This design comes from an exercise in tuning for small area, a short achievable clock period and few clock cycles on the open sky130 flow, not from production work. The RTL was checked by simulation tests, not by an equivalence proof against the original design. Power is estimated from default activity; no workload was simulated.

## run.sh

```bash
#!/bin/bash
# synth_recipe.tcl (not shown) runs the flow's synth.tcl, then flattens the netlist and writes it again
# the make line also repeats each setting of config.mk as NAME=value (left out here)
make -C /OpenROAD-flow-scripts/flow DESIGN_CONFIG=/design/flow/config.mk WORK_HOME=/design/flow/orfs CLKGATE_MAP_FILE= SYNTH_SCRIPT=/design/flow/synth_recipe.tcl finish
```

## config.mk

```make
export PLATFORM = sky130hd
export DESIGN_NAME = ppe_top
export DESIGN_NICKNAME = ppe_top
export VERILOG_FILES = /design/flow/design.v
export SDC_FILE = /design/flow/constraint.sdc
export NUM_CORES = 4
export LEC_CHECK = 0
export CAP_MARGIN = 20
export CORE_MARGIN = 2
export CORE_UTILIZATION = 40
export SLEW_MARGIN = 20
```

## constraint.sdc

```tcl
create_clock -name core_clock -period 13.0 [get_ports {clk}]
set_input_delay 2.6000 -clock core_clock [delete_from_list [all_inputs] [get_ports {clk}]]
set_output_delay 2.6000 -clock core_clock [all_outputs]
set_load 0.01 [all_outputs]
```

## design.v

```verilog
module ppe_top (
    input  wire        clk,
    input  wire        rst,
    input  wire        reg_we,
    input  wire [3:0]  reg_waddr,
    input  wire [31:0] reg_wdata,
    input  wire [3:0]  reg_raddr,
    output reg  [31:0] reg_rdata,
    output wire        src_req,
    output wire [32:0] src_addr,
    input  wire        src_ack,
    input  wire [15:0] src_data,
    output wire        dst_we,
    output wire [31:0] dst_addr,
    output wire [31:0] dst_wdata,
    input  wire        dst_ack
);
    localparam [3:0] A_CMD = 4'd0, A_STATUS = 4'd1, A_RESULT = 4'd2, A_ERR_INFO = 4'd3,
                     A_WIDTH = 4'd4, A_HEIGHT = 4'd5, A_STRIDE = 4'd6, A_DST_LEN = 4'd7,
                     A_CFG = 4'd8;
    localparam [3:0] E_NONE = 4'd0, E_UNSUPPORTED = 4'd1, E_GEOMETRY = 4'd2,
                     E_BUFFER = 4'd3, E_ILLEGAL = 4'd4;
    localparam [2:0] S_IDLE = 3'd0, S_CHECK = 3'd1, S_DECIDE = 3'd2,
                     S_FETCH = 3'd3, S_EMIT = 3'd4;
    reg [31:0] cmd, width, height, stride, dst_len, result, err_info;
    reg        busy, done;
    reg [3:0]  err;
    reg [2:0]  state;
    wire [31:0] status = {24'd0, err, 2'b00, done, busy};
    always @(*) begin
        case (reg_raddr)
            A_CMD:      reg_rdata = cmd;
            A_STATUS:   reg_rdata = status;
            A_RESULT:   reg_rdata = result;
            A_ERR_INFO: reg_rdata = err_info;
            A_WIDTH:    reg_rdata = width;
            A_HEIGHT:   reg_rdata = height;
            A_STRIDE:   reg_rdata = stride;
            A_DST_LEN:  reg_rdata = dst_len;
            A_CFG:      reg_rdata = 32'd1;    
            default:    reg_rdata = 32'd0;
        endcase
    end
    wire host_wr = reg_we && !busy;
    wire launch  = host_wr && (reg_waddr == A_CMD);
    wire [3:0]  op  = cmd[31:28];
    wire [3:0]  dep = cmd[27:24];
    wire [7:0]  fmt = cmd[7:0];
    wire [15:0] val = cmd[15:0];
    wire [2:0]  f   = fmt[2:0];
    wire fmt_known = (fmt >= 8'd1) && (fmt <= 8'd7);
    reg [3:0] f_depth;        
    reg [3:0] f_gpix;         
    reg [3:0] f_gwords;       
    always @(*) begin
        case (f)
            3'd1, 3'd2: begin f_depth = 4'd8;  f_gpix = 4'd1; f_gwords = 4'd1; end
            3'd3:       begin f_depth = 4'd8;  f_gpix = 4'd2; f_gwords = 4'd1; end
            3'd4, 3'd5: begin f_depth = 4'd10; f_gpix = 4'd1; f_gwords = 4'd1; end
            default:    begin f_depth = 4'd12; f_gpix = 4'd8; f_gwords = 4'd9; end
        endcase
    end
    function [11:0] clamp;
        input [15:0] s;
        input [3:0]  d;
        begin
            case (d)
                4'd8:    clamp = (s > 16'd255)  ? 12'd255  : s[11:0];
                4'd10:   clamp = (s > 16'd1023) ? 12'd1023 : s[11:0];
                default: clamp = (s > 16'd4095) ? 12'd4095 : s[11:0];
            endcase
        end
    endfunction
    wire [30:0] w = width[30:0];
    wire [30:0] h = height[30:0];
    wire w_bad = width[31]  || (width  == 32'd0);
    wire h_bad = height[31] || (height == 32'd0);
    wire [31:0] w32  = {1'b0, w};
    wire [31:0] wp1  = w32 + 32'd1;
    wire [31:0] wp7  = w32 + 32'd7;
    wire [31:0] wp63 = w32 + 32'd63;
    reg [33:0] fs_c;         
    reg [31:0] slots_c;      
    reg        misalign_c;   
    always @(*) begin
        case (f)
            3'd3: begin
                fs_c       = {1'b0, wp1[31:1], 2'b00};
                slots_c    = {wp1[31:1], 1'b0};
                misalign_c = (stride[1:0] != 2'b00);
            end
            3'd4: begin
                fs_c       = {wp63[31:6], 8'd0};
                slots_c    = {wp63[31:6], 6'd0};
                misalign_c = (stride[7:0] != 8'd0);
            end
            3'd6, 3'd7: begin
                fs_c       = {5'd0, wp7[31:3]} * 34'd36;
                slots_c    = {wp7[31:3], 3'd0};
                misalign_c = ((stride % 32'd36) != 32'd0);
            end
            default: begin
                fs_c       = {1'b0, w, 2'b00};
                slots_c    = w32;
                misalign_c = (stride[1:0] != 2'b00);
            end
        endcase
    end
    reg [33:0] fs_r;
    reg [31:0] slots_r;
    reg        misalign_r;
    reg [62:0] need_r;       
    reg [30:0] y;            
    reg [31:0] x;            
    reg [1:0]  chan;         
    reg [2:0]  k;            
    reg [3:0]  wi;           
    reg [32:0] src_idx;      
    reg [31:0] row_base;     
    reg [31:0] dst_ptr;      
    reg [35:0] pix [0:7];    
    wire slot_valid = (x < {1'b0, w});
    assign src_req  = (state == S_FETCH) && slot_valid;
    assign src_addr = src_idx;
    wire [287:0] grp = {pix[7], pix[6], pix[5], pix[4], pix[3], pix[2], pix[1], pix[0]};
    wire [31:0]  grp_word = grp[wi*32 +: 32];
    wire [11:0] a0 = pix[0][11:0];
    wire [11:0] b0 = pix[0][23:12];
    wire [11:0] c0 = pix[0][35:24];
    wire [11:0] a1 = pix[1][11:0];
    function [31:0] bswap;
        input [31:0] v;
        bswap = {v[7:0], v[15:8], v[23:16], v[31:24]};
    endfunction
    reg [31:0] word;
    always @(*) begin
        case (f)
            3'd1:    word = {8'hFF, a0[7:0], b0[7:0], c0[7:0]};
            3'd2:    word = {8'hFF, c0[7:0], b0[7:0], a0[7:0]};
            3'd3:    word = {a1[7:0], c0[7:0], a0[7:0], b0[7:0]};
            3'd4:    word = bswap({2'b00, a0[9:0], b0[9:0], c0[9:0]});
            3'd5:    word = {2'b00, c0[9:0], a0[9:0], b0[9:0]};
            3'd6:    word = bswap(grp_word);
            default: word = grp_word;
        endcase
    end
    assign dst_we    = (state == S_EMIT);
    assign dst_addr  = dst_ptr;
    assign dst_wdata = word;
    task finish;
        input [3:0]  e;
        input [31:0] res;
        input [31:0] info;
        begin
            err      <= e;
            result   <= res;
            err_info <= info;
            done     <= 1'b1;
            busy     <= 1'b0;
            state    <= S_IDLE;
        end
    endtask
    integer i;
    always @(posedge clk) begin
        if (rst) begin
            cmd      <= 32'd0;
            width    <= 32'd0;
            height   <= 32'd0;
            stride   <= 32'd0;
            dst_len  <= 32'd0;
            result   <= 32'd0;
            err_info <= 32'd0;
            busy     <= 1'b0;
            done     <= 1'b0;
            err      <= 4'd0;
            state    <= S_IDLE;
        end else begin
            if (host_wr) begin
                case (reg_waddr)
                    A_CMD:     cmd     <= reg_wdata;
                    A_WIDTH:   width   <= reg_wdata;
                    A_HEIGHT:  height  <= reg_wdata;
                    A_STRIDE:  stride  <= reg_wdata;
                    A_DST_LEN: dst_len <= reg_wdata;
                    default: ;
                endcase
            end
            if (launch) begin
                busy  <= 1'b1;
                done  <= 1'b0;
                err   <= 4'd0;
                state <= S_CHECK;
            end
            case (state)
                S_CHECK: begin
                    fs_r       <= fs_c;
                    slots_r    <= slots_c;
                    misalign_r <= misalign_c;
                    need_r     <= h * stride;
                    state      <= S_DECIDE;
                end
                S_DECIDE: begin
                    if (op == 4'd1) begin
                        if (cmd[23:16] != 8'd0 || !(dep == 4'd8 || dep == 4'd10 || dep == 4'd12))
                            finish(E_ILLEGAL, 32'd0, cmd);
                        else
                            finish(E_NONE, {20'd0, clamp(val, dep)}, 32'd0);
                    end else if (op == 4'd2 || op == 4'd3) begin
                        if (cmd[27:8] != 20'd0)
                            finish(E_ILLEGAL, 32'd0, cmd);
                        else if (!fmt_known)
                            finish(E_UNSUPPORTED, 32'd0, {24'd0, fmt});
                        else if (w_bad)
                            finish(E_GEOMETRY, 32'd0, 32'd1);
                        else if (op == 4'd3 && h_bad)
                            finish(E_GEOMETRY, 32'd0, 32'd2);
                        else if (fs_r[33:32] != 2'b00)
                            finish(E_GEOMETRY, 32'd0, 32'd3);
                        else if (op == 4'd2)
                            finish(E_NONE, fs_r[31:0], 32'd0);
                        else if ({2'b00, stride} < fs_r)
                            finish(E_GEOMETRY, 32'd0, 32'd4);
                        else if (misalign_r)
                            finish(E_GEOMETRY, 32'd0, 32'd5);
                        else if (need_r > {31'd0, dst_len})
                            finish(E_BUFFER, 32'd0,
                                   (need_r[62:32] != 31'd0) ? 32'hFFFFFFFF : need_r[31:0]);
                        else begin
                            y        <= 31'd0;
                            x        <= 32'd0;
                            chan     <= 2'd0;
                            k        <= 3'd0;
                            src_idx  <= 33'd0;
                            row_base <= 32'd0;
                            dst_ptr  <= 32'd0;
                            state    <= S_FETCH;
                        end
                    end else begin
                        finish(E_ILLEGAL, 32'd0, cmd);
                    end
                end
                S_FETCH: begin
                    if (!slot_valid || src_ack) begin
                        if (!slot_valid) begin
                            pix[k] <= 36'd0;
                        end else begin
                            case (chan)
                                2'd0:    pix[k][11:0]  <= clamp(src_data, f_depth);
                                2'd1:    pix[k][23:12] <= clamp(src_data, f_depth);
                                default: pix[k][35:24] <= clamp(src_data, f_depth);
                            endcase
                            src_idx <= src_idx + 33'd1;
                        end
                        if (slot_valid && chan != 2'd2) begin
                            chan <= chan + 2'd1;
                        end else begin
                            chan <= 2'd0;
                            x    <= x + 32'd1;
                            if ({1'b0, k} == f_gpix - 4'd1) begin
                                k     <= 3'd0;
                                wi    <= 4'd0;
                                state <= S_EMIT;
                            end else begin
                                k <= k + 3'd1;
                            end
                        end
                    end
                end
                S_EMIT: begin
                    if (dst_ack) begin
                        dst_ptr <= dst_ptr + 32'd4;
                        if (wi == f_gwords - 4'd1) begin
                            state <= S_FETCH;
                            if (x == slots_r) begin
                                x <= 32'd0;
                                if (y + 31'd1 == h) begin
                                    finish(E_NONE, fs_r[31:0], 32'd0);
                                end else begin
                                    y        <= y + 31'd1;
                                    row_base <= row_base + stride;
                                    dst_ptr  <= row_base + stride;
                                end
                            end
                        end else begin
                            wi <= wi + 4'd1;
                        end
                    end
                end
                default: ;
            endcase
        end
    end
endmodule
```

==> notes.md <==
routing by layer:
| metal | up-vias | part of all wire |
|---|---|---|
| met5 | - | 0.00049 |
| met4 | 22 | 0.040 |
| met3 | 536 | 0.089 |
| met2 | 3045 | 0.45 |
| met1 | 33200 | 0.42 |
| li1 | 29100 | - |
metrics by stage:
stage	util	hold slack (ps)	setup TNS [ps]
2_1_floorplan	-	414	0
3_3_place_gp	0.432	426	-160
3_5_place_dp	0.432	429	-272
4_1_cts	0.448	439	0
5_1_grt	0.452	468	-70.1
6_report	0.452	439	0
timing repair:
action,4_1_cts,5_1_grt
setup buffers,0,22
cloned,0,1
hold endpoints to repair,0,0
setup endpoints to repair,1,7
pin swaps,0,34
gates resized for setup,7,119
cells in the mapped netlist (13+ instances only):
library cell	n	area [sq um]
o31ai_1	22	165
nor4_1	57	357
nand2b_1	47	294
nor3_1	99	495
and2_1	216	1350
o22ai_1	54	338
mux4_2	64	1440
a22oi_1	98	736
o21a_1	36	270
or2_2	15	93.8
fa_1	868	17400
a222oi_1	13	130
buf_1	58	218
clkbuf_1	442	1660
nand3_1	171	856
a21o_1	50	375
a221oi_1	32	280
o211ai_1	42	315
xnor2_1	246	2150
o21ai_0	221	1110
inv_1	1114	4180
or3_1	33	206
a22o_1	25	219
xor2_1	132	1160
nand2_1	1509	5660
and3_1	46	288
nor2_1	523	1960
ha_1	448	5610
a31oi_1	49	307
a311oi_1	13	114
buf_6	25	282
o21bai_1	76	571
a211oi_1	52	390
dfxtp_1	233	4660
nor2b_1	40	250
a21oi_1	503	2520
mux2i_1	50	500
edfxtp_1	585	17600
nand4_1	80	500
worst min path at each step:
stage               endpoint  startpoint  slack (ps)  cells after the start
floorplan             err[3]      err[3]         410                      2
global placement      err[3]      err[3]         430                      2
detailed placement    err[3]      err[3]         430                      2
CTS                   err[3]      err[3]         440                      2
global route          err[3]      err[3]         470                      2
finish                err[3]      err[3]         440                      2
kinds of logic after synthesis:
logic type	Yosys count	synth area share
AND/OR/NAND/NOR	2914	0.163
multiplexers	125	0.0261
flip-flops	818	0.279
XOR/XNOR	379	0.0417
AO/OA/AOI/OAI	1466	0.121
buffers and inverters	1671	0.0818
adder cells (fa/ha/maj)	1317	0.288
flip-flops by register name, summed over array words and instances (netlist names), 2 cells and up:
register  count
src_idx      33
dst_ptr      32
need_r       63
k             3
state         3
wi            4
cmd          32
stride       32
chan          2
y            31
x            32
slots_r      32
fs_r         32
result       32
width        32
err_info     32
height       32
err           4
dst_len      32
row_base     32
pix         288
worst reg2reg max path, delay by kind of cell (launching register included):
family / cells / cell delay [ps]
XOR/XNOR: 2 / 280
buffers and inverters: 8 / 1410
multiplexers: 1 / 300
flip-flops: 1 / 340
AO/OA/AOI/OAI: 23 / 5510
AND/OR/NAND/NOR: 17 / 4390
power by group through the flow:
stage	registers [W]	clock network, W	logic [W]
final	0.00280	0.00278	0.0224
after CTS	0.00280	0.00281	0.0210
after floorplan	0.00284	0	0.0130
after global placement	0.00286	0	0.0210
after detailed placement	0.00286	0	0.0209
after global routing	0.00280	0.00291	0.0239
layout make-up:
type / instances / share of cell area
clock buffer: 122 / 0.0286
multi-input combinational: 6202 / 0.580
timing repair buffer: 533 / 0.0510
tap: 2640 / 0.0369
sequential: 818 / 0.249
antenna: 8 / 0.000224
inverter: 1123 / 0.0472
clock inverter: 56 / 0.00687
==> results.json <==
{
  "status": "timing/DRC/antenna clean",
  "finalPower_w": 0.0280,
  "pre_cts_ws_ps": -272,
  "final_cell_mix": "1,504 x nand2_1, 1,112 x inv_1, 868 x fa_1, 585 x edfxtp_1, 495 x nor2_1",
  "drv_slew": 0,
  "holdCritPathClass": "flop to flop",
  "cts_sinks": 818,
  "syn_area_sq_um": 79800,
  "regToRegSetupSlack_ps": 510,
  "grt_pass1_vias": 66400,
  "cts_made_buffers": 95,
  "post-route-drc-count": 0,
  "grt_first_pass_wirelength_um": 429000,
  "seq_power_share": 0.100,
  "path_depth": 51,
  "core_area_sq_um": 198000,
  "r2r-end": "misalign_r",
  "synth.net_count": 10100,
  "cts_max_level": 3,
  "rows": 163,
  "layout-drive-gt1-share": 0.0941,
  "hold_buffers": 0,
  "ff_latch_area_sq_um": 22300,
  "post_drt_via_cell_ratio": 5.73,
  "area_delta_synth_final_pct": 12.1,
  "cp_num_buf_inv": 8,
  "clk_pin_slew_worst_paths_ps": 70,
  "ys.warnings.count": 1,
  "placed_area_sq_um": 85400,
  "r2r-start": "stride[28]",
  "arrival_ps": 12920,
  "fin_ws_ps": 513,
  "p_sw_w": 0.0126,
  "grtUsageTotal": 0.277,
  "maxSlewHeadroom": 0.193,
  "p_clk_frac": 0.099,
  "pin_count": 192,
  "overflow": 0,
  "rsz0062_at_grt": "true",
  "synth_edf_count": 585,
  "critPathKind": "flop to flop",
  "dp_cells": 11300,
  "gr-usage-met3": 0.0487,
  "clockBufferDepth": 3,
  "num_vias": 65900,
  "startpoint": "stride[28]",
  "firstDrtPassIters": 8,
  "period_share": 0.961,
  "drv_cap": 0,
  "final_nets": 10200,
  "yosysUniqueCellTypes": 129,
  "drtIter0Drc": 6956,
  "synth_cells": 8690,
  "die_w_um": 451,
  "synth-async-reset-ratio": 0,
  "cts_tree": "built",
  "wire_per_inst_um": 24.5,
  "endpoint": "misalign_r",
  "multi_input_area_sq_um": 51900,
  "ant_nets": 0,
  "crit_path_max_incr_delay_ps": 490,
  "switching_share": 0.452,
  "p_leak_nw": 37.6,
  "clock_skew_ps": 63.2,
  "grtUsageMet1": 0.388,
  "timing_hold_violations_final": 0,
  "die_y_um": 451,
  "antenna_found_initial": 18,
  "seq_area_frac_synth": 0.279,
  "power.internal_w": 0.0154,
  "crit_family": "compound AO/OA/AOI/OAI gates",
  "portBuffers": 191,
  "path_common_cell": "buf_4",
  "syn_area_per_cell_sq_um": 9.18,
  "period_minus_slack_ps": 12490,
  "powerDensity_nw_per_um2": 313,
  "hpwl_um": 211000,
  "stdcell_count": 11500,
  "vdd_drop_max_uv": 2500,
  "ff2ff_path_depth": 51,
  "fillerInstances": 19100,
  "initial_core_util": 0.403,
  "crit_fanout": 11,
  "tightest_slew_ps": 1200,
  "use_met2": 0.430,
  "routabilityCongestion": 1.00,
  "dieArea_sq_um": 203000,
  "fmax_mhz": 80.1,
  "yosys_most_used_dff": "edfxtp_1",
  "gr-max-usage-layer": "met2",
  "ys_ff_latch": 818,
  "grt_max_degree": 146,
  "finalInstanceArea_sq_um": 89500,
  "root_buffer": "clkbuf_16",
  "worst_setup_path_end_kind": "flop",
  "finalWirelength_um": 282000,
  "crit_required_ps": 13430,
  "clk_latency_ps": 740,
  "critPathSlowestCell": "or4_1",
  "finalSetupViolations": 0,
  "cp-start-kind": "flop",
  "final_common_cell": "nand2_1",
  "pwr-share-comb": 0.801
}
Testbench counts, summed over its fixed seeds: cycles 58,558.

-- port drivers added, routing unchanged --
Ports are ideal in the flow. The routed layout listed here was re-timed in OpenROAD.
Step 1, drivers: a clkbuf_16 drives clk and a buf_2 each remaining input, both assumed.
Step 2 times the ports against the registers' clock, not the clock port: input delays grow and output delays shrink by t, the midpoint of the rising clock arrivals with the driver on.
a / b / c = ideal ports / drivers / drivers and shift; a / b = the first two.
t (ns): 0.802
setup WS [ns]: 0.513 / 0.513 / 0.513
hold WS [ns]: 0.439 / 0.439 / 0.439
worst setup path at the end: register to register
pins driven straight from the clock port: 1
After both steps setup and hold are still met in this run. The setup slack of this run moves by 0.000 ns with the drivers and by 0.000 ns with both steps.
